Source: an optimization exercise on an open RTL-to-GDS flow (aim: small area, a short achievable clock period and few clock cycles). Production flows keep margins and buffers that such runs may drop.
The RTL was checked by simulation tests, not by an equivalence proof against the original design.
No activity file was given, so power comes from the tool's default toggle rates.

--- flow/design.v ---
module crc32_word (
    input  wire [31:0] r,       
    input  wire [31:0] d,       
    output wire [31:0] q        
);
    wire [31:0] x = r ^ d;
    assign q[0] = ^(x & 32'h04D101DF);
    assign q[1] = ^(x & 32'h09A203BE);
    assign q[2] = ^(x & 32'h1344077D);
    assign q[3] = ^(x & 32'h26880EFA);
    assign q[4] = ^(x & 32'h4D101DF4);
    assign q[5] = ^(x & 32'h9A203BE9);
    assign q[6] = ^(x & 32'h3091760D);
    assign q[7] = ^(x & 32'h6122EC1A);
    assign q[8] = ^(x & 32'hC245D835);
    assign q[9] = ^(x & 32'h805AB1B5);
    assign q[10] = ^(x & 32'h046462B5);
    assign q[11] = ^(x & 32'h08C8C56A);
    assign q[12] = ^(x & 32'h11918AD4);
    assign q[13] = ^(x & 32'h232315A9);
    assign q[14] = ^(x & 32'h46462B53);
    assign q[15] = ^(x & 32'h8C8C56A6);
    assign q[16] = ^(x & 32'h1DC9AC92);
    assign q[17] = ^(x & 32'h3B935924);
    assign q[18] = ^(x & 32'h7726B249);
    assign q[19] = ^(x & 32'hEE4D6493);
    assign q[20] = ^(x & 32'hD84BC8F9);
    assign q[21] = ^(x & 32'hB446902D);
    assign q[22] = ^(x & 32'h6C5C2184);
    assign q[23] = ^(x & 32'hD8B84309);
    assign q[24] = ^(x & 32'hB5A187CC);
    assign q[25] = ^(x & 32'h6F920E46);
    assign q[26] = ^(x & 32'hDF241C8C);
    assign q[27] = ^(x & 32'hBA9938C7);
    assign q[28] = ^(x & 32'h71E37051);
    assign q[29] = ^(x & 32'hE3C6E0A3);
    assign q[30] = ^(x & 32'hC35CC098);
    assign q[31] = ^(x & 32'h826880EF);
endmodule
module frame_extractor (
    input  wire        clk,
    input  wire        rst,             
    input  wire        in_valid,
    output wire        in_ready,
    input  wire [31:0] in_data,
    output reg         out_valid,
    input  wire        out_ready,
    output reg         out_last,
    output reg  [4:0]  out_info,        
    output reg  [31:0] out_stored,
    output reg  [31:0] out_calc,
    output reg  [7:0]  out_type,
    output reg  [31:0] out_length,
    output wire [31:0] out_data_start,
    output reg  [31:0] out_data_end,
    output wire [31:0] out_vlq_count
);
    localparam [1:0] L_HDR   = 2'd0;
    localparam [1:0] L_RUNS  = 2'd1;
    localparam [1:0] L_BYTES = 2'd2;
    reg [1:0]  lstate;
    reg [5:0]  lrc;             
    reg [8:0]  lbc;             
    reg        lbytes;          
    reg        in_ready_q;
    reg        pend_valid;      
    reg        pend_runs_done;
    reg [8:0]  pend_L;
    reg [5:0]  pend_C;
    reg        q1_valid;        
    reg        q1_runs_done;
    reg [8:0]  q1_L;
    reg [5:0]  q1_C;
    reg [5:0]  run_acc;         
    reg [7:0]  wacc;            
    reg [31:0] memE [0:31];     
    reg [31:0] memO [0:31];     
    reg [8:0]  fifo [0:31];
    reg [5:0]  rnext;           
    reg [7:0]  rel_ptr;         
    wire       take;
    assign in_ready = in_ready_q;
    wire       acc     = in_valid & in_ready_q;
    wire       acc_hdr = acc & (lstate == L_HDR);
    wire       acc_run = acc & (lstate == L_RUNS);
    wire       acc_byt = acc & (lstate == L_BYTES);
    wire [8:0] hL      = in_data[8:0];
    wire [5:0] hC      = in_data[21:16];
    reg [1:0]  lstate_n;
    always @(*) begin
        lstate_n = lstate;
        if (acc) begin
            case (lstate)
                L_HDR:   lstate_n = (hC != 6'd0) ? L_RUNS : (hL != 9'd0) ? L_BYTES : L_HDR;
                L_RUNS:  if (lrc <= 6'd2) lstate_n = lbytes ? L_BYTES : L_HDR;
                default: if (lbc <= 9'd4) lstate_n = L_HDR;
            endcase
        end
    end
    wire [5:0] used_r = run_acc - rnext;
    wire [7:0] used_w = wacc - rel_ptr;       
    reg        ready_n;
    always @(*) begin
        case (lstate_n)
            L_HDR:   ready_n = !q1_valid && !(pend_valid && acc_hdr);
            L_RUNS:  ready_n = acc_run ? (used_r <= 6'd28) : (used_r <= 6'd30);
            default: ready_n = used_w[7] || (acc_byt ? (used_w <= 8'd62) : (used_w <= 8'd63));
        endcase
    end
    always @(posedge clk) begin
        if (rst) begin
            lstate         <= L_HDR;
            in_ready_q     <= 1'b1;
            pend_valid     <= 1'b0;
            pend_runs_done <= 1'b0;
            q1_valid       <= 1'b0;
            run_acc        <= 6'd0;
            wacc           <= 8'd0;
        end else begin
            lstate     <= lstate_n;
            in_ready_q <= ready_n;
            if (acc_hdr) begin
                lrc            <= hC;
                lbc            <= hL;
                lbytes         <= (hL != 9'd0);
            end
            if (acc_run) begin
                lrc     <= lrc - 6'd2;
                run_acc <= run_acc + 6'd2;
            end
            if (acc_byt) begin
                lbc  <= lbc - 9'd4;
                wacc <= wacc + 8'd1;
            end
            if (take) begin
                pend_valid     <= q1_valid;
                pend_L         <= q1_L;
                pend_C         <= q1_C;
                pend_runs_done <= q1_runs_done || (acc_run && lrc <= 6'd2);
                q1_valid       <= 1'b0;
                if (acc_hdr) begin
                    if (q1_valid) begin
                        q1_valid     <= 1'b1;
                        q1_L         <= hL;
                        q1_C         <= hC;
                        q1_runs_done <= (hC == 6'd0);
                    end else begin
                        pend_valid     <= 1'b1;
                        pend_L         <= hL;
                        pend_C         <= hC;
                        pend_runs_done <= (hC == 6'd0);
                    end
                end
            end else begin
                if (acc_run && lrc <= 6'd2) begin
                    if (q1_valid) q1_runs_done <= 1'b1;
                    else          pend_runs_done <= 1'b1;
                end
                if (acc_hdr) begin
                    if (pend_valid) begin
                        q1_valid     <= 1'b1;
                        q1_L         <= hL;
                        q1_C         <= hC;
                        q1_runs_done <= (hC == 6'd0);
                    end else begin
                        pend_valid     <= 1'b1;
                        pend_L         <= hL;
                        pend_C         <= hC;
                        pend_runs_done <= (hC == 6'd0);
                    end
                end
            end
        end
    end
    always @(posedge clk) begin
        if (acc_byt && !wacc[0])
            memE[wacc[5:1]] <= in_data;
        if (acc_byt && wacc[0])
            memO[wacc[5:1]] <= in_data;
        if (acc_run) begin
            fifo[{run_acc[4:1], 1'b0}] <= in_data[8:0];
            fifo[{run_acc[4:1], 1'b1}] <= in_data[24:16];
        end
    end
    localparam [2:0] X_IDLE  = 3'd0;    
    localparam [2:0] X_HDR   = 3'd1;    
    localparam [2:0] X_VLQ   = 3'd3;    
    localparam [2:0] X_SETUP = 3'd4;    
    localparam [2:0] X_PAY   = 3'd5;    
    localparam [2:0] X_MISM  = 3'd6;    
    localparam [2:0] X_FIN0  = 3'd7;    
    reg [2:0]  xs;
    reg        hold;            
    reg        idle_d;          
    reg [6:0]  nwords;          
    reg [5:0]  runs_left;       
    reg [5:0]  cur_slots;       
    reg [7:0]  bbase;           
    reg [5:0]  rbase;           
    reg [8:0]  front;           
    reg [8:0]  h;               
    reg [8:0]  rem;             
    reg        hc1, hc2, hc3;   
    reg        dq1;             
    reg        pre_d;           
    reg        dir1;
    reg [8:0]  drop1;
    reg        drop_is_rem_q;
    reg [8:0]  h_drop_q;
    reg [8:0]  rem_drop_q;
    reg [8:0]  p;               
    reg [9:0]  left;            
    reg [31:0] w0, w1, w2, w3, w4;
    reg [2:0]  cnt;             
    reg [7:0]  ra;              
    reg [7:0]  wgap;            
    reg [7:0]  rleft;           
    reg [31:0] rq0, rq1;        
    reg        rv0, rv1;
    reg [8:0]  fstart;          
    reg [8:0]  o;               
    reg [31:0] stored;
    reg [7:0]  ftype;
    reg [31:0] vacc;            
    reg [7:0]  k;               
    reg        ovf;
    reg        trunc_r;
    reg [9:0]  fs_ds;           
    reg        fin_cont;        
    reg [1:0]  tq;              
    reg        first;           
    reg [8:0]  pr;              
    reg [31:0] pa;              
    reg        pa_v, pa_first;
    reg [1:0]  pa_tq;
    reg [31:0] crc;
    reg        rec_pending;     
    reg        fin1, fin2;      
    reg        dec_q;           
    reg        rec_tr, rec_ov, rec_pay0, rec_lastv;
    reg [8:0]  rec_p;           
    reg [8:0]  rec_left;        
    reg [8:0]  rec_c;           
    reg [8:0]  pv_front;        
    reg        pv_cons;         
    reg        pv_have;         
    reg        pvd_dir;         
    reg [8:0]  pvd_drop;
    reg [9:0]  ods;
    reg [7:0]  ovq;
    assign out_data_start = {22'd0, ods};
    assign out_vlq_count  = {24'd0, ovq};
    wire       have_run = (runs_left != 6'd0);
    wire [8:0] fifo_rd  = fifo[rnext[4:0]];
    wire [8:0] pend_L3    = pend_L + 9'd3;
    wire [6:0] pend_words = pend_L3[8:2];
    wire       busy = rec_pending | dec_q | hc1 | hc2;
    assign take = (xs == X_IDLE) && pend_valid && pend_runs_done &&
                  ((pend_L != 9'd0) || !rec_pending);
    wire [95:0] wtrip = {w2, w1, w0};
    wire [63:0] B     = wtrip >> {p[1:0], 3'b000};
    wire [31:0] V     = B[31:0];
    wire [7:0]  V0 = B[7:0],   V1 = B[15:8],  V2 = B[23:16], V3 = B[31:24];
    wire [7:0]  B4 = B[39:32], B5 = B[47:40], B6 = B[55:48], B7 = B[63:56];
    wire        lft0 = !left[9] && (left[8:0] > 9'd0);
    wire        lft1 = !left[9] && (left[8:0] > 9'd1);
    wire        lft2 = !left[9] && (left[8:0] > 9'd2);
    wire        lft3 = !left[9] && (left[8:0] > 9'd3);
    wire        lft4 = !left[9] && (left[8:0] > 9'd4);
    wire        lft5 = !left[9] && (left[8:0] > 9'd5);
    wire        lft6 = !left[9] && (left[8:0] > 9'd6);
    wire        lft7 = !left[9] && (left[8:0] > 9'd7);
    wire        hdr_mism  = !lft1 || (V0 != 8'h44) || (V1 != 8'h00);
    wire [9:0]  n8        = left - 10'd8;          
    wire        hdr_le    = (n8[8:7] != 2'd0) || (B7[6:0] <= n8[6:0]);
    wire [8:0]  hdr_pay   = hdr_le ? {2'b00, B7[6:0]} : n8[8:0];
    wire        hdr_pay0  = (B7[6:0] == 7'd0) || (n8 == 10'd0);
    wire        s_le     = (vacc[31:9] == 23'd0) && (vacc[8:0] <= left[8:0]);
    wire [8:0]  s_pay    = s_le ? vacc[8:0] : left[8:0];
    wire [1:0]  lead     = 2'd0 - tq;
    wire [31:0] pay_word = first ? (V << {lead, 3'b000}) : V;
    reg  [31:0] crc_init;
    always @(*) begin
        case (pa_tq)
            2'd0:    crc_init = 32'hFFFFFFFF;
            2'd1:    crc_init = 32'hA32E2681;
            2'd2:    crc_init = 32'h9A1C9D90;
            default: crc_init = 32'hF0958FD9;
        endcase
    end
    wire [31:0] crc_next;
    crc32_word u_crc (
        .r (pa_first ? crc_init : crc),
        .d (pa),
        .q (crc_next)
    );
    wire [31:0] calc = rec_pay0 ? 32'd0 : ~crc;
    wire        chk  = !rec_tr && !rec_ov && (calc == out_stored);
    reg [3:0] adv;
    always @(*) begin
        case (xs)
            X_HDR:   adv = lft7 ? 4'd8 : 4'd0;
            X_VLQ:   adv = lft0 ? 4'd1 : 4'd0;
            X_PAY:   adv = (first && tq != 2'd0) ? {2'b00, tq} : 4'd4;
            default: adv = 4'd0;
        endcase
    end
    wire       pay_last = (xs == X_PAY) && (pr <= 9'd4);
    wire       enough   = (xs == X_HDR && p[1:0] != 2'd0) ? (cnt >= 3'd3) : (cnt >= 3'd2);
    wire       step     = enough & ~(pay_last & rec_pending);
    reg  [1:0] nsh;
    always @(*) begin
        case (xs)
            X_HDR:   nsh = lft7 ? 2'd2 : 2'd0;
            X_VLQ:   nsh = {1'b0, lft0 && (p[1:0] == 2'd3)};
            X_PAY:   nsh = (first && tq != 2'd0) ? {1'b0, ({1'b0, p[1:0]} + {1'b0, tq}) >= 3'd4} : 2'd1;
            default: nsh = 2'd0;
        endcase
    end
    wire [1:0] nshift   = step ? nsh : 2'd0;
    wire [8:0] p_adv    = p + {5'd0, adv};
    wire [9:0] left_adv = left - {6'd0, adv};
    wire [8:0] o_adv    = o + {5'd0, adv};
    wire [2:0] cnt_s = cnt - {1'b0, nshift};
    wire [2:0] cnt_n = cnt_s + {2'b00, rv0} + {2'b00, rv1};
    wire       written0 = !wgap[7] && (wgap != 8'd0);
    wire       written1 = !wgap[7] && (wgap > 8'd1);
    wire       avail0   = rleft[7] || (rleft == 8'd0) || written0;
    wire       avail1   = avail0 && (rleft[7] || (rleft <= 8'd1) || written1);
    wire       mism_go  = (xs == X_MISM) && !busy && !hc3 && !dq1 && pre_d;
    wire       dec_ok   = dec_q && out_info[2];
    wire       pre_mism = ((xs == X_MISM) || (step && xs == X_HDR && hdr_mism)) && !mism_go;
    wire [7:0] ra_pre   = bbase + {1'b0, h_drop_q[8:2]};
    wire       take_go  = take && idle_d && (pend_L != 9'd0) && written0;
    wire       restart  = mism_go || take_go;
    wire       can_rd   = restart || ((xs != X_IDLE) && (xs != X_MISM));
    wire [2:0] held     = cnt + {2'b00, rv0} + {2'b00, rv1};
    wire [2:0] space    = restart ? 3'd5 : (3'd5 - held);
    wire [1:0] n_issue  = !can_rd ? 2'd0 :
                          take_go ? (written1 ? 2'd2 : 2'd1) :
                          (avail1 && space >= 3'd2) ? 2'd2 :
                          (avail0 && space != 3'd0) ? 2'd1 : 2'd0;
    wire [4:0] ie = ra[5:1] + {4'd0, ra[0]};
    wire [31:0] rdE = memE[ie];
    wire [31:0] rdO = memO[ra[5:1]];
    wire       pv_dir  = !pv_have || (pv_front >= rec_left);
    wire [8:0] pv_drop = pv_dir ? rec_left : pv_front;
    task automatic jump(input [8:0] tgt, input [8:0] tleft, input [6:0] nw);
        begin
            p      <= tgt;
            left   <= {1'b0, tleft};
            cnt    <= 3'd0;
            rv0    <= 1'b0;
            rv1    <= 1'b0;
            ra     <= bbase + {1'b0, tgt[8:2]};
            wgap   <= (wacc - bbase - {1'b0, tgt[8:2]}) + {7'd0, acc_byt};
            rleft  <= {1'b0, nw} - {1'b0, tgt[8:2]};
        end
    endtask
    task automatic jump_pre(input [8:0] tgt, input [8:0] tleft);
        begin
            p    <= tgt;
            left <= {1'b0, tleft};
            cnt  <= 3'd0;
        end
    endtask
    task automatic consume_run;
        begin
            runs_left <= runs_left - 6'd1;
            front     <= fifo_rd;
            rnext     <= rnext + 6'd1;
        end
    endtask
    task automatic job_done;
        begin
            bbase     <= bbase + {1'b0, nwords};
            rbase     <= rbase + cur_slots;
            rnext     <= rbase + cur_slots;
            runs_left <= 6'd0;
            h         <= 9'd0;
            xs        <= X_IDLE;
            cnt       <= 3'd0;
            rv0       <= 1'b0;
            rv1       <= 1'b0;
        end
    endtask
    task automatic finish_frame(input pay0);
        begin
            out_stored   <= stored;
            out_type     <= ftype;
            out_length   <= vacc;
            ovq          <= k;
            ods          <= fs_ds;
            out_data_end <= {22'd0, fs_ds} + vacc;
            rec_tr       <= trunc_r;
            rec_ov       <= ovf;
            rec_pay0     <= pay0;
            rec_lastv    <= (left == {7'd0, adv});
            rec_p        <= p_adv;
            rec_left     <= left_adv[8:0];
            rec_c        <= o_adv;
            rec_pending  <= 1'b1;
            fin1         <= 1'b1;
        end
    endtask
    always @(posedge clk) begin
        rq0 <= ra[0] ? rdO : rdE;
        rq1 <= ra[0] ? rdE : rdO;
        if (rst) begin
            xs          <= X_IDLE;
            hold        <= 1'b0;
            idle_d      <= 1'b0;
            out_valid   <= 1'b0;
            out_last    <= 1'b0;
            rec_pending <= 1'b0;
            fin1        <= 1'b0;
            fin2        <= 1'b0;
            dec_q       <= 1'b0;
            pa_v        <= 1'b0;
            hc1         <= 1'b1;
            hc2         <= 1'b1;
            hc3         <= 1'b1;
            dq1         <= 1'b0;
            pre_d       <= 1'b0;
            bbase       <= 8'd0;
            rbase       <= 6'd0;
            rnext       <= 6'd0;
            rel_ptr     <= 8'd0;
            runs_left   <= 6'd0;
            h           <= 9'd0;
            cnt         <= 3'd0;
            rv0         <= 1'b0;
            rv1         <= 1'b0;
        end else begin
            rel_ptr <= bbase + {1'b0, h[8:2]};
            hc1           <= 1'b0;
            hc2           <= hc1;
            hc3           <= hc2;
            dq1           <= dec_ok;
            pre_d         <= pre_mism;
            dir1          <= !have_run || (front >= rem);
            drop1         <= (!have_run || (front >= rem)) ? rem : front;
            drop_is_rem_q <= dir1;
            h_drop_q      <= h + drop1;
            rem_drop_q    <= rem - drop1;
            if (out_valid && out_ready) begin
                out_valid   <= 1'b0;
                rec_pending <= 1'b0;
            end
            pa_v <= 1'b0;
            if (pa_v)
                crc <= crc_next;
            fin1  <= 1'b0;
            fin2  <= fin1;
            dec_q <= fin2;
            if (fin1) begin
                pv_front <= (have_run && rec_c < front) ? front - rec_c : fifo_rd;
                pv_cons  <= have_run && !(rec_c < front);
                pv_have  <= have_run && ((rec_c < front) || (runs_left != 6'd1));
            end
            if (fin2) begin
                pvd_dir  <= pv_dir;
                pvd_drop <= pv_drop;
                out_calc  <= calc;
                out_info  <= {rec_ov, rec_tr, chk, 2'b00};
                out_last  <= chk ? rec_lastv : drop_is_rem_q;
                out_valid <= 1'b1;
            end
            if (nshift == 2'd1) begin
                w0 <= w1;
                w1 <= w2;
                w2 <= w3;
                w3 <= w4;
            end else if (nshift == 2'd2) begin
                w0 <= w2;
                w1 <= w3;
                w2 <= w4;
            end
            if (rv0) begin
                case (cnt_s)
                    3'd0:    w0 <= rq0;
                    3'd1:    w1 <= rq0;
                    3'd2:    w2 <= rq0;
                    3'd3:    w3 <= rq0;
                    default: w4 <= rq0;
                endcase
            end
            if (rv1) begin
                case (cnt_s)
                    3'd0:    w1 <= rq1;
                    3'd1:    w2 <= rq1;
                    3'd2:    w3 <= rq1;
                    default: w4 <= rq1;
                endcase
            end
            cnt   <= cnt_n;
            rv0   <= (n_issue != 2'd0);
            rv1   <= n_issue[1];
            ra    <= ra + {6'd0, n_issue};
            wgap  <= (wgap - {6'd0, n_issue}) + {7'd0, acc_byt};
            rleft <= rleft - {6'd0, n_issue};
            if (step) begin
                p    <= p_adv;
                left <= left_adv;
                o    <= o_adv;
                case (xs)
                    X_HDR: begin
                        fstart       <= p;
                        o            <= 9'd8;
                        stored       <= {lft2 ? V2 : 8'd0, lft3 ? V3 : 8'd0,
                                         lft4 ? B4 : 8'd0, lft5 ? B5 : 8'd0};
                        ftype        <= lft6 ? B6 : 8'd0;
                        ovf          <= 1'b0;
                        tq           <= hdr_pay[1:0];
                        first        <= 1'b1;
                        pr           <= hdr_pay;
                        if (hdr_mism) begin
                            xs <= X_MISM;
                        end else if (!lft7) begin
                            vacc     <= 32'd0;
                            k        <= 8'd0;
                            fs_ds    <= {1'b0, p} + 10'd7;
                            trunc_r  <= 1'b1;
                            fin_cont <= 1'b0;
                            xs       <= X_FIN0;
                        end else begin
                            vacc     <= {25'd0, B7[6:0]};
                            k        <= 8'd1;
                            fs_ds    <= {1'b0, p} + 10'd8;
                            trunc_r  <= !hdr_le;
                            fin_cont <= 1'b1;
                            if (B7[7])
                                xs <= X_VLQ;
                            else if (hdr_pay0)
                                xs <= X_FIN0;
                            else
                                xs <= X_PAY;
                        end
                    end
                    X_VLQ: begin
                        if (!lft0) begin
                            fs_ds    <= {1'b0, p};
                            trunc_r  <= 1'b1;
                            fin_cont <= 1'b0;
                            xs       <= X_FIN0;
                        end else begin
                            if (vacc[31:25] != 7'd0) ovf <= 1'b1;
                            vacc <= {vacc[24:0], V0[6:0]};
                            k    <= k + 8'd1;
                            if (!V0[7]) xs <= X_SETUP;
                        end
                    end
                    X_SETUP: begin
                        fs_ds    <= {1'b0, p};
                        trunc_r  <= !s_le;
                        tq       <= s_pay[1:0];
                        first    <= 1'b1;
                        pr       <= s_pay;
                        fin_cont <= 1'b1;
                        xs       <= (s_pay == 9'd0) ? X_FIN0 : X_PAY;
                    end
                    X_PAY: begin
                        pa       <= pay_word;
                        pa_v     <= 1'b1;
                        pa_first <= first;
                        pa_tq    <= tq;
                        first    <= 1'b0;
                        pr       <= pr - {6'd0, adv};
                        if (pay_last) begin
                            finish_frame(1'b0);
                            xs <= X_HDR;
                        end
                    end
                    X_FIN0: begin
                        if (!rec_pending && !hold) begin
                            finish_frame(1'b1);
                            xs   <= fin_cont ? X_HDR : X_FIN0;
                            hold <= !fin_cont;
                        end
                    end
                    default: ;
                endcase
            end
            if (mism_go) begin
                out_valid    <= 1'b1;
                rec_pending  <= 1'b1;
                out_info     <= 5'b00001;
                out_last     <= drop_is_rem_q;
                out_stored   <= 32'd0;
                out_calc     <= 32'd0;
                out_type     <= 8'd0;
                out_length   <= 32'd0;
                ovq          <= 8'd0;
                ods          <= {1'b0, h};
                out_data_end <= {23'd0, h_drop_q};
                h            <= h_drop_q;
                rem          <= rem_drop_q;
                hc1          <= 1'b1;
                if (have_run) consume_run;
                if (drop_is_rem_q) begin
                    job_done;
                end else begin
                    xs <= X_HDR;
                    jump_pre(h_drop_q, rem_drop_q);
                end
            end
            if (dec_q) begin
                if (out_info[2]) begin
                    h             <= rec_p;
                    rem           <= rec_left;
                    front         <= pv_front;
                    dir1          <= pvd_dir;
                    drop1         <= pvd_drop;
                    drop_is_rem_q <= pvd_dir;
                    h_drop_q      <= rec_p + pvd_drop;
                    rem_drop_q    <= rec_left - pvd_drop;
                    if (pv_cons) begin
                        runs_left <= runs_left - 6'd1;
                        rnext     <= rnext + 6'd1;
                    end
                    if (out_last) job_done;
                end else begin
                    hold <= 1'b0;
                    hc1  <= 1'b1;
                    h    <= h_drop_q;
                    rem  <= rem_drop_q;
                    if (have_run) consume_run;
                    if (out_last) begin
                        job_done;
                    end else begin
                        xs <= X_HDR;
                        jump(h_drop_q, rem_drop_q, nwords);
                    end
                end
            end
            if (take) begin
                nwords    <= pend_words;
                runs_left <= pend_C;
                cur_slots <= (pend_C + 6'd1) & 6'b111110;
                if (pend_C != 6'd0) begin
                    front <= fifo_rd;
                    rnext <= rnext + 6'd1;
                end
                h   <= 9'd0;
                rem <= pend_L;
                hc1 <= 1'b1;
                if (pend_L == 9'd0) begin
                    out_valid    <= 1'b1;
                    rec_pending  <= 1'b1;
                    out_last     <= 1'b1;
                    out_info     <= 5'b00010;
                    out_stored   <= 32'd0;
                    out_calc     <= 32'd0;
                    out_type     <= 8'd0;
                    out_length   <= 32'd0;
                    ovq          <= 8'd0;
                    ods          <= 10'd0;
                    out_data_end <= 32'd0;
                    rbase        <= rbase + ((pend_C + 6'd1) & 6'b111110);
                    rnext        <= rbase + ((pend_C + 6'd1) & 6'b111110);
                end else if (take_go) begin
                    xs    <= X_HDR;
                    rleft <= {1'b0, pend_words} - {6'd0, n_issue};
                    jump_pre(9'd0, pend_L);
                end else begin
                    xs <= X_HDR;
                    jump(9'd0, pend_L, pend_words);
                end
            end
            idle_d <= (xs == X_IDLE) && !(take && pend_L != 9'd0);
            if (pre_mism) begin
                ra    <= ra_pre;
                wgap  <= (wacc - bbase - {1'b0, h_drop_q[8:2]}) + {7'd0, acc_byt};
                rleft <= {1'b0, nwords} - {1'b0, h_drop_q[8:2]};
            end
            if (xs == X_IDLE && !(take && pend_L != 9'd0)) begin
                ra   <= bbase;
                wgap <= (wacc - bbase) + {7'd0, acc_byt};
            end
        end
    end
endmodule
--- flow/run.sh ---
#!/bin/bash
# synth_recipe.tcl (not shown) runs the flow's synth.tcl, then flattens the netlist and writes it again
# the make line also repeats each setting of config.mk as NAME=value (left out here)
make -C /OpenROAD-flow-scripts/flow DESIGN_CONFIG=/design/flow/config.mk WORK_HOME=/design/flow/orfs CLKGATE_MAP_FILE= SYNTH_SCRIPT=/design/flow/synth_recipe.tcl finish
--- flow/config.mk ---
export PLATFORM = sky130hd
export DESIGN_NAME = frame_extractor
export DESIGN_NICKNAME = frame_extractor
export VERILOG_FILES = /design/flow/design.v
export SDC_FILE = /design/flow/constraint.sdc
export NUM_CORES = 4
export LEC_CHECK = 0
export CAP_MARGIN = 20
export CORE_MARGIN = 2
export CORE_UTILIZATION = 40
export SETUP_SLACK_MARGIN = 3.5
export SLEW_MARGIN = 20
export SYNTH_MEMORY_MAX_BITS = 16384
--- flow/constraint.sdc ---
create_clock -name core_clock -period 7.0 [get_ports {clk}]
set_input_delay 1.4000 -clock core_clock [delete_from_list [all_inputs] [get_ports {clk}]]
set_output_delay 1.4000 -clock core_clock [all_outputs]
set_load 0.01 [all_outputs]
==> results.txt, run 1 <==
outcome -> finished clean
Post-Synth XOR/XNOR Area -> 3.10%
Tot Pwr -> 43700 uW
WL final -> 410000 microns
relative slew slack -> 24.8%
area leader, netlist -> edfxtp_1
clock-pin slew on the worst setup and hold paths -> 0.07 ns
die width -> 599 microns
Die ar. -> 358000 sq um
Clock Sinks -> 3187
RSZ-0062 raised after global routing -> yes
pwr/cell area -> 261 nW/um^2
Total GRT Usage -> 22.2%
register area share after synthesis -> 66.6%
Initial DRC Count -> 10400
FMAX -> 252 MHz
Yosys warnings -> 1
fin cells -> 14500
Crit Path Class -> reg -> reg
Critical Path Fanout Max -> 16
Final Max Slew Viols -> 0
slowest stage delay, CP -> 0.58 ns
antenna violations before repair -> 12
average cell area after synthesis -> 16.0 sq um
post-synthesis adder-cell area fraction -> 2.33%
Hold Crit Class -> reg -> reg
Primary FF master, synth -> edfxtp_1
crit end category -> register
most frequent cell after synthesis -> edfxtp_1
I/O Buffers -> 197
Post-synth EDFFs -> 3035
synthesized flop and latch total -> 3187
vias in the first global route -> 81800
vias -> 84300
fin crit period -> 3.96 ns
Synth async-reset ratio -> 0%
Nets -> 9799
static leakage power -> 0.0559 uW
Max Root-Sink Buffers -> 4
Worst Max-Slew Pin Slew -> 1.13 ns
drt wl/cell -> 28.2 microns
CP required -> 7.70 ns
dpl cells -> 13500
CORE AREA -> 352000 sq um
internal power -> 33300 uW
setup tns final -> 0 ns
top post-synthesis cells by count -> edfxtp_1, mux4_2, nand2_1
Clk pwr share -> 41.1%
vias per inst -> 5.80
Seq pwr share -> 49.7%
critical-path cell list -> or4_4 > nor3_4 > a41oi_2 > buf_4 > a31oi_4 > or2_4 > inv_12 > ha_4 > fa_2 > xnor2_4 > buf_6 > buf_6 > nand4_1 > buf_4 > buf_8 > o21ai_0 > o21ai_1
DRC viols -> 0
Synth Area in Compound Gates -> 5.45%
crit path buf inv count -> 6
Synth Instances -> 8868
Hold Fails Final Rpt -> 0
Setup Skew -> 0.0986 ns
mux cell area share after synthesis -> 14.8%
Psw -> 10400 uW
CTS Buf Count -> 343
crit path DAT -> 4.66 ns
number of core rows -> 218
initial core utilization -> 40.1%
DP HPWL -> 250000 microns
Startpoint Class -> register
largest family of logic cells by synthesized area -> multiplexers
GRT overflow -> 0
global-route wire length before repair -> 585000 microns
Unique masters post-synth -> 95
Sw Share -> 23.8%
max_cap viols -> 0
Simple-Gate Fraction of Synth Area -> 5.61%
Netlist Area Pre-Place -> 141000 sq um
share of cells above drive strength 1 -> 24.3%
fin util -> 47.6%
Top Family by Delay on Critical Path -> simple AND/OR/NAND/NOR gates
top cells by area, synth -> edfxtp_1, mux4_2, mux2i_1
largest net degree at the start of global routing -> 163
Clock Latency Late Sink -> 0.97 ns
Slowest-stage cell, CP -> or4_4
fin crit share -> 56.6%
Fill cells -> 29600
gpl congestion -> 0.901
# setup viols final -> 0
Comb power frac -> 9.2%
Synth top area share -> 64.4%
Root Driver -> clkbuf_16
clock tree from TritonCTS -> built
CTS H-tree depth -> 5
Worst VDD drop -> 0.000200 V
first-pass iteration count of the detailed router -> 6
Die H -> 599 microns
Area growth syn-to-layout -> 18.5%
boundary pin count -> 244
Final ANT Viol Nets -> 0
-- sequential cells by signal (all words and copies together), names as in the netlist, 10 cells and up, named ones only --
signal / cells
crc: 32
fifo: 288
fs_ds: 10
left: 10
memE: 1024
memO: 1024
ods: 10
out_calc: 32
out_data_end: 32
out_length: 32
out_stored: 32
pa: 32
rq0: 32
rq1: 32
stored: 32
vacc: 32
w0: 32
w1: 32
w2: 32
w3: 32
w4: 32
-- repair_timing --
item / 4_1_cts / 5_1_grt
endpoints found under the setup margin: 1917 / 736
resized for setup: 377 / 220
cloned: 44 / 19
buffers inserted: 173 / 133
pin swaps: 116 / 159
hold buffers: 0 / 0
-- metal layers --
| layer | vias up | track usage (%) | wire (microns) |
|---|---|---|---|
| met5 | - | 0 | 0 |
| met4 | 0 | 6.64 | 12100 |
| met3 | 617 | 3.46 | 33900 |
| met2 | 4001 | 35.7 | 195000 |
| met1 | 43700 | 31.1 | 169000 |
| li1 | 35900 | - | - |
-- through the flow --
step / setup slack, ns / hold slack (ns) / cell area [sq um]
floorplan: 2.61 / 0.400 / 142000
global placement: 1.24 / 0.420 / 150000
detailed placement: 1.05 / 0.430 / 150000
CTS: 3.09 / 0.443 / 165000
global route: 2.98 / 0.451 / 168000
finish: 3.04 / 0.435 / 168000
-- final timing paths --
path | start | endpoint | slack, ns | depth (start not counted)
worst max-delay path | left[6] | w3[0] | 3.04 | 17
worst min-delay path | trunc_r | rec_tr | 0.44 | 0
worst min register to register | trunc_r | rec_tr | 0.44 | 0
worst max register to register | left[6] | w3[0] | 3.04 | 17
-- cell usage in the layout, fill, tap and decap left out, types with 30 or more instances in the layout --
master,Yosys,final
a211o_1,71,70
a211oi_1,109,103
a21o_1,43,42
a21oi_1,417,397
a31oi_1,86,83
and2_1,30,30
and3_1,84,80
buf_12,0,54
buf_16,0,46
buf_4,48,399
buf_6,1,50
clkbuf_1,356,72
clkbuf_16,0,366
clkdlybuf4s50_1,0,161
clkinv_1,2,73
clkinv_2,0,47
conb_1,1,46
dfxtp_1,152,133
edfxtp_1,3035,3035
ha_1,220,196
inv_1,205,182
mux2_2,58,56
mux2i_1,344,303
mux4_2,748,748
nand2_1,678,631
nand2b_1,42,39
nand3_1,66,60
nor2_1,579,498
nor2_4,0,82
nor2b_1,53,46
nor3_1,87,71
o21ai_0,252,194
o21ai_1,72,91
o21ai_2,0,38
o22ai_1,38,37
xnor2_1,320,303
xor2_1,176,160
-- area by class of cell --
cell class | count | area, sq um | share of cell area [%]
Antenna cell | 13 | 32.5 | 0.0194
Clock buffer | 433 | 9180 | 5.48
Clock inverter | 193 | 1880 | 1.12
Inverter | 210 | 893 | 0.533
Multi-Input combinational cell | 5005 | 47300 | 28.2
Sequential cell | 3187 | 94200 | 56.2
Tap cell | 4730 | 5920 | 3.53
Timing Repair Buffer | 766 | 8280 | 4.94
Timing Repair inverter | 3 | 26.3 | 0.0157
-- power by group through the flow --
stage	clock, uW	combinational, uW	sequential, uW
finish	18000	4010	21700
global route	19000	4250	21700
CTS	18300	3870	21700
detailed placement	0	3600	22100
global placement	0	3550	22100
floorplan	0	2210	21900
-- cell families (layout without fill, tap and decap cells) --
kind of cell,count (synthesis),in the layout
AO/OA/AOI/OAI,1261,1262
XOR/XNOR,498,498
adder cells (fa/ha/maj),247,247
buffers and inverters,742,1605
flip-flops,3187,3187
multiplexers,1152,1152
other,1,59
AND/OR/NAND/NOR,1780,1800
Testbench counts, summed over its fixed seeds: cycles 20,105.
==> inputs of run 2 (changes only) <==
--- a/flow/design.v
+++ b/flow/design.v
@@ -212,2 +212,3 @@
     reg [9:0]  left;            
+    reg [7:0]  lq;              
     reg [31:0] w0, w1, w2, w3, w4;
@@ -216,2 +217,3 @@
     reg [7:0]  wgap;            
+    reg        byt_d;           
     reg [7:0]  rleft;           
@@ -264,10 +266,17 @@
     wire [7:0]  B4 = B[39:32], B5 = B[47:40], B6 = B[55:48], B7 = B[63:56];
-    wire        lft0 = !left[9] && (left[8:0] > 9'd0);
-    wire        lft1 = !left[9] && (left[8:0] > 9'd1);
-    wire        lft2 = !left[9] && (left[8:0] > 9'd2);
-    wire        lft3 = !left[9] && (left[8:0] > 9'd3);
-    wire        lft4 = !left[9] && (left[8:0] > 9'd4);
-    wire        lft5 = !left[9] && (left[8:0] > 9'd5);
-    wire        lft6 = !left[9] && (left[8:0] > 9'd6);
-    wire        lft7 = !left[9] && (left[8:0] > 9'd7);
+    function [7:0] gtf(input [9:0] x);
+        integer i;
+        begin
+            for (i = 0; i < 8; i = i + 1)
+                gtf[i] = !x[9] && (x[8:0] > i);
+        end
+    endfunction
+    wire        lft0 = lq[0];
+    wire        lft1 = lq[1];
+    wire        lft2 = lq[2];
+    wire        lft3 = lq[3];
+    wire        lft4 = lq[4];
+    wire        lft5 = lq[5];
+    wire        lft6 = lq[6];
+    wire        lft7 = lq[7];
     wire        hdr_mism  = !lft1 || (V0 != 8'h44) || (V1 != 8'h00);
@@ -351,2 +360,3 @@
             left   <= {1'b0, tleft};
+            lq     <= gtf({1'b0, tleft});
             cnt    <= 3'd0;
@@ -355,3 +365,3 @@
             ra     <= bbase + {1'b0, tgt[8:2]};
-            wgap   <= (wacc - bbase - {1'b0, tgt[8:2]}) + {7'd0, acc_byt};
+            wgap   <= wacc - bbase - {1'b0, tgt[8:2]};
             rleft  <= {1'b0, nw} - {1'b0, tgt[8:2]};
@@ -363,2 +373,3 @@
             left <= {1'b0, tleft};
+            lq   <= gtf({1'b0, tleft});
             cnt  <= 3'd0;
@@ -423,2 +434,3 @@
             dq1         <= 1'b0;
+            byt_d       <= 1'b0;
             pre_d       <= 1'b0;
@@ -499,3 +511,4 @@
             ra    <= ra + {6'd0, n_issue};
-            wgap  <= (wgap - {6'd0, n_issue}) + {7'd0, acc_byt};
+            wgap  <= wgap - {6'd0, n_issue} + {7'd0, byt_d};
+            byt_d <= acc_byt;
             rleft <= rleft - {6'd0, n_issue};
@@ -504,2 +517,3 @@
                 left <= left_adv;
+                lq   <= gtf(left_adv);
                 o    <= o_adv;
@@ -672,3 +686,3 @@
                 ra    <= ra_pre;
-                wgap  <= (wacc - bbase - {1'b0, h_drop_q[8:2]}) + {7'd0, acc_byt};
+                wgap  <= wacc - bbase - {1'b0, h_drop_q[8:2]};
                 rleft <= {1'b0, nwords} - {1'b0, h_drop_q[8:2]};
@@ -677,3 +691,3 @@
                 ra   <= bbase;
-                wgap <= (wacc - bbase) + {7'd0, acc_byt};
+                wgap <= wacc - bbase;
             end
--- a/flow/config.mk
+++ b/flow/config.mk
@@ -9,3 +9,4 @@
 export CORE_MARGIN = 2
-export CORE_UTILIZATION = 40
+export CORE_UTILIZATION = 60
+export CTS_BUF_LIST = sky130_fd_sc_hd__clkbuf_8
 export SETUP_SLACK_MARGIN = 3.5
==> results.txt, run 2 <==
first-pass iteration count of the detailed router -> 8 (+2)
Die H -> 490 microns (-18%)
number of core rows -> 178 (-18%)
Critical Path Fanout Max -> 3 (-13)
initial core utilization -> 60.2% (+20 points)
post-route cell area -> 165000 sq um (-1.7%)
Hold Crit Start -> trunc_r
CORE AREA -> 235000 sq um (-33%)
Synth Instances -> 8760 (-1.2%)
static leakage power -> 0.0562 uW (+0.65%)
clock-pin slew on the worst setup and hold paths -> 0.06 ns (about the same)
Clk pwr share -> 37.7% (-3.4 points)
average cell area after synthesis -> 16.2 sq um (+1.3%)
Synth async-reset ratio -> 0% (unchanged)
max_cap viols -> 0 (unchanged)
Comb power frac -> 8.6% (-0.6 points)
drt wl/cell -> 30.3 microns (+7.5%)
Netlist Area Pre-Place -> 142000 sq um (about the same)
Unique masters post-synth -> 83 (-13%)
Root Driver -> clkbuf_8
DP HPWL -> 244000 microns (-2.8%)
Area growth syn-to-layout -> 16.5%
Post-DP Area -> 149000 sq um (-0.86%)
dpl cells -> 11900 (-12%)
Primary FF master, synth -> edfxtp_1
relative slew slack -> 23.5% (-1.3 points)
Startpoint Class -> register
top cells by area, synth -> edfxtp_1, mux4_2, mux2i_1
Hold Crit Class -> reg -> reg
met1 GRT Util -> 47.7% (+17 points)
# setup viols final -> 0 (unchanged)
worst hold stages -> 0 (unchanged)
grt met2 use -> 50.4% (+15 points)
CTS H-tree depth -> 6 (+1)
global-route wire length before repair -> 567000 microns (-3.1%)
vias per inst -> 6.48 (+12%)
crit path from -> wgap[7]
RSZ-0062 raised after global routing -> yes
Psw -> 9920 uW (-4.7%)
pwr/cell area -> 245 nW/um^2 (-5.8%)
clock tree from TritonCTS -> built
Crit Path Class -> reg -> reg
Worst Max-Slew Pin Slew -> 1.15 ns (+0.0202 ns)
Sw Share -> 24.5% (+0.71 points)
vias in the first global route -> 82100 (+0.43%)
FMAX -> 258 MHz (+2.4%)
Hold Fails Final Rpt -> 0 (unchanged)
most frequent cell after synthesis -> edfxtp_1
share of cells above drive strength 1 -> 26.1% (+1.8 points)
GRT busiest layer -> met2
GRT overflow -> 0 (unchanged)
most frequent cells in the layout -> edfxtp_1, mux4_2, nand2_1, clkbuf_8, nor2_1
register area share after synthesis -> 66.7% (+0.15 points)
die width -> 490 microns (-18%)
Post-synth EDFFs -> 3043 (+0.26%)
DRC viols -> 0 (unchanged)
antenna violations before repair -> 15 (+3)
Yosys warnings -> 1 (unchanged)
CTS Buf Count -> 541 (+58%)
RR Startpoint -> wgap[7]
Final Max Slew Viols -> 0 (unchanged)
outcome -> finished clean
Initial DRC Count -> 10400 (-0.53%)
Final ANT Viol Nets -> 0 (unchanged)
Die ar. -> 240000 sq um (-33%)
synthesized flop and latch total -> 3196 (+0.28%)
internal power -> 30500 uW (-8.3%)
Nets -> 9880 (+0.83%)
crit path DAT -> 4.61 ns (-0.05 ns)
commonest non-fill, non-tap cell in the layout -> edfxtp_1
crit end category -> register
Clock Sinks -> 3196 (+0.28%)
area leader, netlist -> edfxtp_1
CP required -> 7.74 ns (+0.04 ns)
fin cells -> 13100 (-9.6%)
I/O Buffers -> 197 (unchanged)
vias -> 85100 (+1.0%)
Total GRT Usage -> 32.6% (+10 points)
Synth top area share -> 64.6% (+0.14 points)
top post-synthesis cells by count -> edfxtp_1, mux4_2, nand2_1
Seq pwr share -> 53.7% (+4.0 points)
Worst VDD drop -> 0.000198 V (-1.0%)
fin crit period -> 3.87 ns (-0.0922 ns)
largest net degree at the start of global routing -> 205 (+26%)
GR Layer Usage met3 -> 5.70% (+2.2 points)
WL final -> 398000 microns (-2.9%)
Clock Latency Late Sink -> 1.07 ns (+0.10 ns)
setup tns final -> 0 ns (unchanged)
boundary pin count -> 244 (unchanged)
Max Root-Sink Buffers -> 4 (unchanged)
fin crit share -> 55.3% (-1.3 points)
Reg2Reg Depth -> 22 (+5)
gpl congestion -> 0.927 (+2.9%)
Setup Skew -> 0.101 ns (+0.00254 ns)
==> run 2: stage by stage <==
step           utilization (%)  hold WS [ns]  setup WS (ns)  power (uW)
6_report                  70.2         0.437           3.13       40500
5_1_grt                   70.2         0.436           2.95       41700
3_3_place_gp              63.2         0.409           1.72       25200
3_5_place_dp              63.4         0.427           1.54       25200
2_1_floorplan                -         0.400           2.86       23800
4_1_cts                   69.1         0.430           3.15       40500
==> run 2: power by group through the flow <==
stage | logic, uW | clock network [uW] | registers, uW
3_5_place_dp | 3150 | 0 | 22100
3_3_place_gp | 3100 | 0 | 22100
4_1_cts | 3390 | 15400 | 21700
5_1_grt | 3700 | 16300 | 21700
2_1_floorplan | 1950 | 0 | 21900
6_report | 3490 | 15200 | 21700
==> run 2: worst paths after layout <==
check	end	slack, ns
worst min-delay path	rec_tr	0.44
worst min register to register	rec_tr	0.44
worst max register to register	wgap[6]	3.13
worst max-delay path	wgap[6]	3.13
==> run 2: per-layer routing <==
metal / wire, microns / vias to the layer above
li1: - / 36000
met1: 160000 / 43700
met2: 187000 / 4597
met3: 37000 / 795
met4: 14400 / 12
met5: 84 / -
==> run 2: critical path, stage by stage (launching register included) <==
cell and delay, ns:
edfxtp_1 0.37, inv_2 0.06, ha_4 0.15, and4b_2 0.25, a211o_4 0.35, nor3_4 0.20
inv_2 0.06, and3_4 0.18, o21ai_2 0.13, o21ai_2 0.10, ha_4 0.25, inv_4 0.05
ha_4 0.13, inv_2 0.04, fa_2 0.33, nand2b_4 0.16, a21oi_4 0.13, o21ai_1 0.08
a21oi_1 0.18, nor2_1 0.08, xnor2_1 0.13, mux2i_1 0.13, o21ai_1 0.07
==> run 2: timing repair <==
item,in CTS,in global routing
setup endpoints to repair,1263,706
pin swaps,91,89
setup buffers,195,86
resized for setup,330,309
cloned,31,28
hold buffers,0,0
==> run 2: logic make-up after synthesis <==
logic type	count (synthesis)	share of synthesized area (%)
AOI/OAI and AO/OA	1270	5.60
buffers and inverters	728	2.06
xor gates and xnor gates	491	3.04
DFF	3196	66.7
muxes	1153	15.1
and+or+nand+nor	1684	5.28
other	1	0.00265
adders and majority gates	237	2.24
==> run 2: layout make-up <==
type                    instances  area (sq um)
repair inverters                1          3.75
diodes                          7          17.5
flip-flops and latches       3196         94500
inverters                     206           823
well taps                    3150          3940
fillers                     15300         70100
clock inverters               363          1910
clock buffers                 556          7650
repair buffers                765          8530
multi-input cells            4896         47500
Testbench counts of run 2, summed over its fixed seeds: cycles 20,120.
==> inputs of run 3 (changes only) <==
--- a/flow/config.mk
+++ b/flow/config.mk
@@ -10,3 +10,3 @@
 export CORE_UTILIZATION = 60
-export CTS_BUF_LIST = sky130_fd_sc_hd__clkbuf_8
+export CTS_BUF_LIST = sky130_fd_sc_hd__clkbuf_4
 export SETUP_SLACK_MARGIN = 3.5
==> results.txt, run 3 <==
gpl congestion -> 0.927 (unchanged)
Place WS -> 1.54 ns (unchanged)
DP HPWL -> 244000 microns (unchanged)
Clk pwr share -> 38.0% (+0.3 points)
Worst VDD drop -> 0.000214 V (+8.3%)
area leader, netlist -> edfxtp_1
register area share after synthesis -> 66.7% (unchanged)
fin cells -> 13700 (+4.3%)
Root Driver -> clkbuf_4
CORE AREA -> 235000 sq um (unchanged)
RSZ-0062 raised after global routing -> yes
Final ANT Viol Nets -> 0 (unchanged)
Synth top area share -> 64.6% (unchanged)
Primary FF master, synth -> edfxtp_1
fin worst setup slack -> 3.12 ns (-0.0116 ns)
average cell area after synthesis -> 16.2 sq um (unchanged)
RR Startpoint -> wgap[4]
share of cells above drive strength 1 -> 32.5% (+6.4 points)
relative slew slack -> 7.49% (-16 points)
Sw Share -> 24.6% (+0.063 points)
vias in the first global route -> 85400 (+3.9%)
largest net degree at the start of global routing -> 205 (unchanged)
first-pass iteration count of the detailed router -> 7 (-1)
Netlist Area Pre-Place -> 142000 sq um (unchanged)
Nets -> 10200 (+3.5%)
Clock Latency Late Sink -> 1.50 ns (+0.43 ns)
clock-pin slew on the worst setup and hold paths -> 0.07 ns (about the same)
internal power -> 30700 uW (+0.52%)
outcome -> finished clean
most frequent cells in the layout -> edfxtp_1, clkbuf_4, mux4_2, nand2_1, buf_4
drt wl/cell -> 29.2 microns (-3.8%)
most frequent cell after synthesis -> edfxtp_1
GRT overflow -> 0 (unchanged)
Total GRT Usage -> 33.1% (+0.47 points)
setup tns final -> 0 ns (unchanged)
Synth Instances -> 8760 (unchanged)
Initial DRC Count -> 10700 (+2.6%)
largest family of logic cells by synthesized area -> multiplexers
Die ar. -> 240000 sq um (unchanged)
worst hold stages -> 1 (+1)
Reg2Reg Depth -> 22 (unchanged)
Post-synth EDFFs -> 3043 (unchanged)
Crit Path Class -> reg -> reg
Slowest-stage cell, CP -> edfxtp_1
Critical Path Fanout Max -> 3 (unchanged)
critical-path cell list -> inv_2 > ha_4 > and4b_2 > a211o_4 > nor3_4 > inv_2 > and3_4 > o21ai_2 > o21ai_2 > ha_4 > inv_2 > ha_4 > inv_1 > fa_2 > nand2b_4 > a21oi_4 > o21ai_1 > a21oi_1 > nor2_1 > xnor2_1 > mux2i_1 > o21ai_1
global-route wire length before repair -> 576000 microns (+1.6%)
vias -> 87400 (+2.6%)
Worst Max-Slew Pin Slew -> 1.39 ns (+0.240 ns)
antenna violations before repair -> 14 (-1)
I/O Buffers -> 197 (unchanged)
pwr/cell area -> 246 nW/um^2 (+0.21%)
CTS Buf Count -> 814 (+50%)
boundary pin count -> 244 (unchanged)
crit path DAT -> 4.96 ns (+0.35 ns)
# setup viols final -> 0 (unchanged)
Seq pwr share -> 53.4% (-0.3 points)
synthesized flop and latch total -> 3196 (unchanged)
worst reg2reg setup slack -> 3.12 ns (about the same)
commonest non-fill, non-tap cell in the layout -> edfxtp_1
crit end category -> register
Unique masters post-synth -> 83 (unchanged)
Hold Crit Start -> in_data[22]
Synth Area in Compound Gates -> 5.60% (unchanged)
max_cap viols -> 0 (unchanged)
Hold Buf Count CTS -> 0 (unchanged)
Die H -> 490 microns (unchanged)
post-synthesis adder-cell area fraction -> 2.24% (unchanged)
Psw -> 10000 uW (+0.86%)
die width -> 490 microns (unchanged)
fin crit period -> 3.88 ns (+0.0116 ns)
Reg-to-Reg End -> wgap[6]
fin crit share -> 55.5% (+0.17 points)
initial core utilization -> 60.2% (unchanged)
Simple-Gate Fraction of Synth Area -> 5.28% (unchanged)
Final Max Slew Viols -> 0 (unchanged)
vias per inst -> 6.38 (-1.6%)
Synth async-reset ratio -> 0% (unchanged)
Clock Sinks -> 3196 (unchanged)
WL final -> 400000 microns (+0.32%)
number of core rows -> 178 (unchanged)
CP required -> 8.08 ns (+0.34 ns)
clock tree from TritonCTS -> built
CTS H-tree depth -> 6 (unchanged)
Fill cells -> 15600 (+2.5%)
Setup Skew -> 0.176 ns (+0.0749 ns)
DRC viols -> 0 (unchanged)
Max Root-Sink Buffers -> 4 (unchanged)
slowest stage delay, CP -> 0.38 ns (about the same)
Post-Synth XOR/XNOR Area -> 3.04% (unchanged)
static leakage power -> 0.0570 uW (+1.4%)
Area growth syn-to-layout -> 17.0%
Hold Fails Final Rpt -> 0 (unchanged)
top cells by area, synth -> edfxtp_1, mux4_2, mux2i_1
Yosys warnings -> 1 (unchanged)
Hold EP -> memO[18][22]
Tot Pwr -> 40700 uW (+0.60%)
mux cell area share after synthesis -> 15.1% (unchanged)
top post-synthesis cells by count -> edfxtp_1, mux4_2, nand2_1
Hold Crit Class -> in -> reg
Comb power frac -> 8.6% (about the same)
dpl cells -> 11900 (unchanged)
Startpoint Class -> register
FMAX -> 257 MHz (-0.30%)
[run 3: cell counts after synthesis]
No cell type changed its count.
[run 3: worst max path at each step]
stage | from | slack (ns) | to | depth (start not counted)
5_1_grt | wgap[4] | 2.94 | wgap[6] | 22
3_3_place_gp | xs[0] | 1.72 | w3[2] | 15
6_report | wgap[4] | 3.12 | wgap[6] | 22
3_5_place_dp | xs[0] | 1.54 | w2[23] | 14
2_1_floorplan | in_valid | 2.86 | fifo[0][0] | 4
4_1_cts | wgap[7] | 3.16 | wgap[7] | 20
[run 3: cell type report]
| class | instances | area, sq um | area share (%) |
|---|---|---|---|
| multi-input cells | 4897 | 47700 | 28.8 |
| repair inverters | 1 | 3.75 | 0.00227 |
| well taps | 3150 | 3940 | 2.38 |
| diodes | 14 | 35.0 | 0.0212 |
| repair buffers | 839 | 8540 | 5.16 |
| flip-flops and latches | 3196 | 94500 | 57.1 |
| clock inverters | 223 | 1210 | 0.732 |
| clock buffers | 1176 | 8830 | 5.33 |
| inverters | 206 | 807 | 0.487 |
[run 3: what timing repair did]
action	4_1_cts	5_1_grt
resized for setup	1108	193
cloned	49	11
pin swaps	100	79
buffers inserted	261	95
setup endpoints to repair	938	541
[run 3: through the flow]
| stage | cell area, sq um | utilization, % | hold slack, ns |
|---|---|---|---|
| floorplan | 143000 | - | 0.400 |
| global placement | 148000 | 63.2 | 0.409 |
| detailed placement | 149000 | 63.4 | 0.427 |
| CTS | 164000 | 69.7 | 0.166 |
| global route | 166000 | 70.5 | 0.181 |
| finish | 166000 | 70.5 | 0.301 |
[run 3: power groups by stage]
stage / Clock [uW] / Combinational (uW) / Sequential [uW]
4_1_cts: 15700 / 3400 / 21700
6_report: 15500 / 3520 / 21700
3_3_place_gp: 0 / 3100 / 22100
5_1_grt: 16700 / 3720 / 21700
2_1_floorplan: 0 / 1950 / 21900
3_5_place_dp: 0 / 3150 / 22100
[run 3: kinds of logic (layout without fill, tap and decap cells)]
logic type,count (synthesis),count (layout)
mux,1153,1153
fa+ha+maj,237,237
xor+xnor,491,491
buf+inv,728,2445
other cells,1,60
compound gates,1270,1271
flops,3196,3196
simple gates,1684,1699
[run 3: worst max-delay path, delay by kind of cell (launching register included)]
kind	cells	cell delay [ns]
compound gates	7	1.05
xor+xnor	1	0.13
fa+ha+maj	4	0.85
buf+inv	4	0.24
flops	1	0.38
mux	1	0.13
simple gates	5	0.85
[run 3: layer usage]
metal	global-route usage (%)	routed length, microns	vias to the layer above
met5	0	85	-
met4	12.0	14000	12
met3	6.29	37300	742
met2	51.3	189000	4814
met1	47.4	160000	44500
li1	-	-	37300
==> inputs of run 4 (changes only) <==
--- a/flow/design.v
+++ b/flow/design.v
@@ -233,2 +233,3 @@
     reg        first;           
+    reg        fcross;          
     reg [8:0]  pr;              
@@ -324,3 +325,3 @@
             X_VLQ:   nsh = {1'b0, lft0 && (p[1:0] == 2'd3)};
-            X_PAY:   nsh = (first && tq != 2'd0) ? {1'b0, ({1'b0, p[1:0]} + {1'b0, tq}) >= 3'd4} : 2'd1;
+            X_PAY:   nsh = first ? {1'b0, fcross} : 2'd1;
             default: nsh = 2'd0;
@@ -351,2 +352,6 @@
                           (avail0 && space != 3'd0) ? 2'd1 : 2'd0;
+    wire [7:0] wg_b     = wgap + {7'd0, byt_d};
+    wire [7:0] rd_wgap  = n_issue[1] ? (wg_b - 8'd2) : n_issue[0] ? (wg_b - 8'd1) : wg_b;
+    wire [7:0] rd_ra    = n_issue[1] ? (ra + 8'd2) : n_issue[0] ? (ra + 8'd1) : ra;
+    wire [7:0] rd_rleft = n_issue[1] ? (rleft - 8'd2) : n_issue[0] ? (rleft - 8'd1) : rleft;
     wire [4:0] ie = ra[5:1] + {4'd0, ra[0]};
@@ -510,6 +515,6 @@
             rv1   <= n_issue[1];
-            ra    <= ra + {6'd0, n_issue};
-            wgap  <= wgap - {6'd0, n_issue} + {7'd0, byt_d};
+            ra    <= rd_ra;
+            wgap  <= rd_wgap;
             byt_d <= acc_byt;
-            rleft <= rleft - {6'd0, n_issue};
+            rleft <= rd_rleft;
             if (step) begin
@@ -528,2 +533,4 @@
                         tq           <= hdr_pay[1:0];
+                        fcross       <= (hdr_pay[1:0] == 2'd0) ||
+                                        (({1'b0, p[1:0]} + {1'b0, hdr_pay[1:0]}) >= 3'd4);
                         first        <= 1'b1;
@@ -570,2 +577,4 @@
                         tq       <= s_pay[1:0];
+                        fcross   <= (s_pay[1:0] == 2'd0) ||
+                                    (({1'b0, p[1:0]} + {1'b0, s_pay[1:0]}) >= 3'd4);
                         first    <= 1'b1;
--- a/flow/config.mk
+++ b/flow/config.mk
@@ -10,3 +10,3 @@
 export CORE_UTILIZATION = 60
-export CTS_BUF_LIST = sky130_fd_sc_hd__clkbuf_4
+export CTS_BUF_LIST = sky130_fd_sc_hd__clkbuf_8
 export SETUP_SLACK_MARGIN = 3.5
==> results.txt, run 4 <==
boundary pin count -> 244 (unchanged)
initial core utilization -> 60.3% (+0.099 points)
CTS H-tree depth -> 6 (unchanged)
met1 GRT Util -> 48.3% (+0.92 points)
Post-DP Area -> 149000 sq um (-0.25%)
clock-pin slew on the worst setup and hold paths -> 0.06 ns (about the same)
Seq pwr share -> 53.4% (about the same)
synthesized flop and latch total -> 3197 (+0.031%)
fin crit share -> 55.0% (-0.53 points)
grt met2 use -> 52.0% (+0.69 points)
Fill cells -> 15400 (-1.3%)
crit path from -> pr[4]
Worst VDD drop -> 0.000233 V (+8.7%)
clock tree from TritonCTS -> built
WL final -> 417000 microns (+4.2%)
Synth async-reset ratio -> 0% (unchanged)
crit end category -> register
largest net degree at the start of global routing -> 166 (-19%)
outcome -> finished clean
Synth top area share -> 64.3% (-0.21 points)
I/O Buffers -> 197 (unchanged)
GRT overflow -> 0 (unchanged)
top cells by area, synth -> edfxtp_1, mux4_2, mux2i_1
Root Driver -> clkbuf_8
internal power -> 30700 uW (about the same)
Psw -> 10100 uW (+0.62%)
Clock Latency Late Sink -> 1.12 ns (-0.38 ns)
max_cap viols -> 0 (unchanged)
Total GRT Usage -> 33.7% (+0.66 points)
gpl congestion -> 0.937 (+1.1%)
Post-synth EDFFs -> 3044 (+0.033%)
top post-synthesis cells by count -> edfxtp_1, mux4_2, nand2_1
fin crit period -> 3.85 ns (-0.0369 ns)
CP required -> 7.76 ns (-0.32 ns)
Clk pwr share -> 38.2% (+0.2 points)
most frequent cells in the layout -> edfxtp_1, mux4_2, nand2_1, clkbuf_8, nor2_1
Hold Crit Class -> reg -> reg
Critical Path Fanout Max -> 8 (+5)
Synth Instances -> 8918 (+1.8%)
Comb power frac -> 8.5% (about the same)
# setup viols final -> 0 (unchanged)
FMAX -> 260 MHz (+0.96%)
vias in the first global route -> 84600 (-0.87%)
relative slew slack -> 19.1% (+12 points)
Crit Path Class -> reg -> reg
Clock Sinks -> 3197 (+0.031%)
Max Root-Sink Buffers -> 4 (unchanged)
first-pass iteration count of the detailed router -> 7 (unchanged)
static leakage power -> 0.0576 uW (+1.1%)
Hold Fails Final Rpt -> 0 (unchanged)
Initial DRC Count -> 11500 (+7.4%)
commonest non-fill, non-tap cell in the layout -> edfxtp_1
average cell area after synthesis -> 15.9 sq um (-1.4%)
Unique masters post-synth -> 93 (+12%)
die width -> 491 microns (+0.18%)
register area share after synthesis -> 66.5% (-0.21 points)
Netlist Area Pre-Place -> 142000 sq um (+0.35%)
number of core rows -> 178 (unchanged)
Die ar. -> 241000 sq um (+0.35%)
Die H -> 491 microns (+0.18%)
vias per inst -> 6.50 (+1.9%)
RSZ-0062 raised after global routing -> yes
global-route wire length before repair -> 590000 microns (+2.4%)
CTS Buf Count -> 543 (-33%)
Hold Crit Start -> trunc_r
Startpoint Class -> register
fin util -> 70.8% (+0.32 points)
Final Max Slew Viols -> 0 (unchanged)
GRT busiest layer -> met2
area leader, netlist -> edfxtp_1
CORE AREA -> 235000 sq um (+0.19%)
Setup Skew -> 0.121 ns (-0.0551 ns)
share of cells above drive strength 1 -> 26.6% (-5.9 points)
Primary FF master, synth -> edfxtp_1
Worst Max-Slew Pin Slew -> 1.21 ns (-0.175 ns)
setup tns final -> 0 ns (unchanged)
vias -> 87000 (-0.41%)
pwr/cell area -> 245 nW/um^2 (-0.55%)
Hold Buf Count CTS -> 0 (unchanged)
worst hold slack -> 0.452 ns (+0.151 ns)
drt wl/cell -> 31.1 microns (+6.7%)
Final ANT Viol Nets -> 0 (unchanged)
post-route cell area -> 167000 sq um (+0.65%)
most frequent cell after synthesis -> edfxtp_1
Tot Pwr -> 40700 uW (about the same)
DRC viols -> 0 (unchanged)
Yosys warnings -> 1 (unchanged)
Nets -> 10100 (-1.4%)
RR Startpoint -> pr[4]
Area growth syn-to-layout -> 17.3%
Sw Share -> 24.7% (+0.13 points)
crit path DAT -> 4.61 ns (-0.35 ns)
GR Layer Usage met3 -> 5.84% (-0.45 points)
antenna violations before repair -> 22 (+8)
DP HPWL -> 247000 microns (+1.2%)
## run 4: cell count changes after synthesis, sizes merged, moves of 18 or more
cell	change
a311oi	-37
nor2	+45
mux2i	+117
nor3	-21
buf	+40
a21oi	+84
o21ai	+46
a221o	-63
clkbuf	-37
mux4	-33
a211oi	+18
nand3	+42
## run 4: cell type report
| cell class | instances | area (sq um) | share of cell area, % |
|---|---|---|---|
| Multi-Input combinational cell | 5083 | 48300 | 29.0 |
| Antenna cell | 13 | 32.5 | 0.0195 |
| Sequential cell | 3197 | 94500 | 56.7 |
| Clock inverter | 383 | 2060 | 1.24 |
| Tap cell | 3150 | 3940 | 2.37 |
| Clock buffer | 566 | 7790 | 4.68 |
| Timing Repair inverter | 1 | 8.76 | 0.00526 |
| Timing Repair Buffer | 798 | 9140 | 5.48 |
| Inverter | 197 | 800 | 0.480 |
## run 4: kinds of logic after synthesis
kind of cell	after synthesis	share of synthesized area, %
fa+ha+maj	228	2.14
mux	1244	15.4
simple gates	1722	5.35
other cells	1	0.00264
xor+xnor	503	3.15
compound gates	1301	5.36
flops	3197	66.5
buf+inv	722	2.12
## run 4: power groups by stage
stage | clock, uW | sequential (uW) | combinational (uW)
final | 15500 | 21700 | 3450
after global routing | 16500 | 21800 | 3630
after CTS | 15700 | 21700 | 3310
after detailed placement | 0 | 22100 | 3150
after global placement | 0 | 22100 | 3100
after floorplan | 0 | 21900 | 1920
## run 4: timing repair
item / CTS / global route
setup buffers: 219 / 119
endpoints found under the hold margin: 0 / 0
resized for setup: 477 / 407
pin swaps: 146 / 156
gates cloned: 71 / 20
setup endpoints to repair: 2317 / 852
## run 4: worst max-delay path, cell delays in order, from the launching register on
cell and delay (ns):
edfxtp_1 0.39, or4_4 0.57, nor4b_4 0.22, buf_4 0.19
a31oi_4 0.15, nand2_8 0.16, inv_12 0.04, ha_4 0.15
inv_2 0.05, fa_2 0.47, buf_12 0.16, nor3_4 0.22
buf_6 0.21, buf_6 0.13, buf_16 0.15, a211oi_2 0.05
a21oi_1 0.18, o21ai_1 0.08
## run 4: per-layer routing
metal	part of all wire [%]	up-vias	wire [microns]
met4	4.9	10	20400
met3	9.5	955	39800
met2	47	5041	195000
met1	39	44400	162000
met5	0.017	-	70
li1	-	36600	-
## run 4: final timing paths
| kind | end | slack (ns) | cells after the start |
|---|---|---|---|
| max reg2reg | w1[6] | 3.15 | 17 |
| min reg2reg | rec_tr | 0.45 | 0 |
| min | rec_tr | 0.45 | 0 |
| max | w1[6] | 3.15 | 17 |
## run 4: stage by stage
| stage | instances | setup WS (ns) |
|---|---|---|
| after global routing | 13400 | 3.07 |
| after CTS | 13200 | 3.20 |
| after detailed placement | 12000 | 1.41 |
| final | 13400 | 3.15 |
| after floorplan | 8963 | 2.80 |
| after global placement | 12000 | 1.55 |
Testbench counts of run 4, summed over its fixed seeds: cycles 20,120.
==> inputs of run 5 (changes only) <==
--- a/flow/config.mk
+++ b/flow/config.mk
@@ -9,3 +9,3 @@
 export CORE_MARGIN = 2
-export CORE_UTILIZATION = 60
+export CORE_UTILIZATION = 65
 export CTS_BUF_LIST = sky130_fd_sc_hd__clkbuf_8
==> results.txt, run 5 <==
DRC viols -> 0 (unchanged)
gpl congestion -> 0.952 (+1.6%)
DP HPWL -> 237000 microns (-3.7%)
Yosys warnings -> 1 (unchanged)
RSZ-0062 raised after global routing -> yes
Synth top area share -> 64.3% (unchanged)
drt wl/cell -> 31.4 microns (+0.96%)
Final ANT Viol Nets -> 0 (unchanged)
Crit Path Class -> reg -> reg
crit path DAT -> 4.69 ns (+0.08 ns)
fin crit share -> 55.5% (+0.51 points)
Primary FF master, synth -> edfxtp_1
largest net degree at the start of global routing -> 164 (-1.2%)
fin crit period -> 3.88 ns (+0.0356 ns)
Setup Skew -> 0.0849 ns (-0.0360 ns)
area leader, netlist -> edfxtp_1
Startpoint Class -> register
crit path from -> p[0]
top cells by area, synth -> edfxtp_1, mux4_2, mux2i_1
largest family of logic cells by synthesized area -> multiplexers
relative slew slack -> 19.0% (-0.16 points)
clock tree from TritonCTS -> built
Multi-input gate area -> 48000 sq um (-0.67%)
antenna violations before repair -> 7 (-68%)
average cell area after synthesis -> 15.9 sq um (unchanged)
vias in the first global route -> 82600 (-2.4%)
Nets -> 10000 (-0.80%)
boundary pin count -> 244 (unchanged)
static leakage power -> 0.0569 uW (-1.3%)
WL final -> 408000 microns (-2.2%)
Reg2Reg Depth -> 20 (+3)
number of core rows -> 171 (-3.9%)
initial core utilization -> 65.4% (+5.1 points)
pwr/cell area -> 246 nW/um^2 (+0.47%)
most frequent cell after synthesis -> edfxtp_1
register area share after synthesis -> 66.5% (unchanged)
share of cells above drive strength 1 -> 25.5% (-1.1 points)
I/O Buffers -> 197 (unchanged)
mux cell area share after synthesis -> 15.4% (unchanged)
worst hold stages -> 0 (unchanged)
Critical Path Fanout Max -> 9 (+1)
CTS Buf Count -> 531 (-2.2%)
clock-pin slew on the worst setup and hold paths -> 0.06 ns (about the same)
Simple-Gate Fraction of Synth Area -> 5.35% (unchanged)
outcome -> finished clean
Clock Sinks -> 3197 (unchanged)
top post-synthesis cells by count -> edfxtp_1, mux4_2, nand2_1
worst hold slack -> 0.425 ns (-0.0270 ns)
FMAX -> 258 MHz (-0.92%)
CORE AREA -> 217000 sq um (-7.7%)
synthesized flop and latch total -> 3197 (unchanged)
post-synthesis adder-cell area fraction -> 2.14% (unchanged)
RR Startpoint -> p[0]
Final Max Slew Viols -> 0 (unchanged)
Hold Fails Final Rpt -> 0 (unchanged)
vias per inst -> 6.73 (+3.5%)
global-route wire length before repair -> 561000 microns (-4.8%)
Post-Synth XOR/XNOR Area -> 3.15% (unchanged)
Worst Max-Slew Pin Slew -> 1.22 ns (+0.00233 ns)
# setup viols final -> 0 (unchanged)
Hold Crit Start -> trunc_r
Root Driver -> clkbuf_8
die width -> 471 microns (-3.9%)
Fill cells -> 12400 (-20%)
Tot Pwr -> 40400 uW (-0.75%)
CP required -> 7.80 ns (+0.04 ns)
commonest non-fill, non-tap cell in the layout -> edfxtp_1
Post-synth EDFFs -> 3044 (unchanged)
Synth Area in Compound Gates -> 5.36% (unchanged)
most frequent cells in the layout -> edfxtp_1, mux4_2, nand2_1, clkbuf_8, nor2_1
vias -> 87200 (+0.27%)
[run 5: cell counts after synthesis]
No cell type changed its count.
[run 5: per-stage QoR]
stage,instances,setup slack [ns]
global placement,11700,1.79
detailed placement,11700,1.62
CTS,12700,3.08
finish,13000,3.12
floorplan,8963,2.80
global route,13000,3.03
[run 5: layout make-up]
class	instances	area share, %
sequential	3197	57.4
multi-input combinational	5087	29.2
timing repair buffer	724	4.93
clock buffer	553	4.62
tap	2854	2.17
clock inverter	355	1.17
inverter	197	0.500
timing repair inverter	2	0.0122
antenna	3	0.00456
[run 5: where the power goes]
group | internal [uW] | switching, uW | total, uW
registers | 21300 | 522 | 21800
logic | 1410 | 1960 | 3380
clock network | 7820 | 7450 | 15300
[run 5: logic make-up after synthesis]
kind of cell | after synthesis
muxes | 1244
buffers and inverters | 722
DFF | 3197
other | 1
xor gates and xnor gates | 503
and+or+nand+nor | 1722
adders and majority gates | 228
AOI/OAI and AO/OA | 1301
[run 5: path summary, 6_finish.rpt]
check / endpoint / slack (ns)
hold reg to reg: rec_tr / 0.43
setup reg to reg: w1[3] / 3.12
setup / recovery: w1[3] / 3.12
hold / removal: rec_tr / 0.43
[run 5: per-layer routing]
metal	routed length (microns)	global-route usage, %
met4	19400	13.2
met3	44900	6.46
met1	155000	51.3
met5	19	0
met2	188000	51.9
[run 5: worst max-delay path, stage by stage (launching register included)]
cell	delay (ns)
edfxtp_1	0.44
buf_12	0.18
clkinv_16	0.08
ha_4	0.17
or3_4	0.33
o22ai_4	0.17
a31oi_4	0.10
nand2_8	0.16
clkinv_8	0.07
ha_4	0.16
inv_2	0.05
fa_2	0.25
xor2_4	0.21
nand2_4	0.10
nor3_4	0.18
buf_6	0.21
buf_6	0.13
buf_16	0.16
a211oi_2	0.05
a21oi_1	0.23
o21ai_1	0.13
[run 5: timing repair]
action | 4_1_cts | 5_1_grt
hold buffers | 0 | 0
pin swaps | 42 | 161
resized for setup | 246 | 518
setup endpoints to repair | 1170 | 1483
setup buffers | 127 | 147
gates cloned | 39 | 72

[static timing again, ports no longer ideal]
Ports are ideal in the flow. The routed layouts listed here were re-timed in OpenROAD.
Step 1 assumes that a clkbuf_16 drives the clock port and a buf_2 every other input.
Step 2 times the ports against the registers' clock, not the clock port: input delays grow and output delays shrink by t, the midpoint of the rising clock arrivals with the driver on.
a / b / c = ideal / step 1 / step 2; a / b = the first two.
run	t (ns)	setup slack, ns
run 1	1.042	3.036 / 3.036 / 2.296
run 2	1.120	3.128 / 3.128 / 2.369
run 3	1.492	3.116 / 3.116 / 2.135
run 4	1.156	3.153 / 3.153 / 2.288
run 5	1.168	3.118 / 3.118 / 2.096
After both steps setup and hold are still met in every run listed.
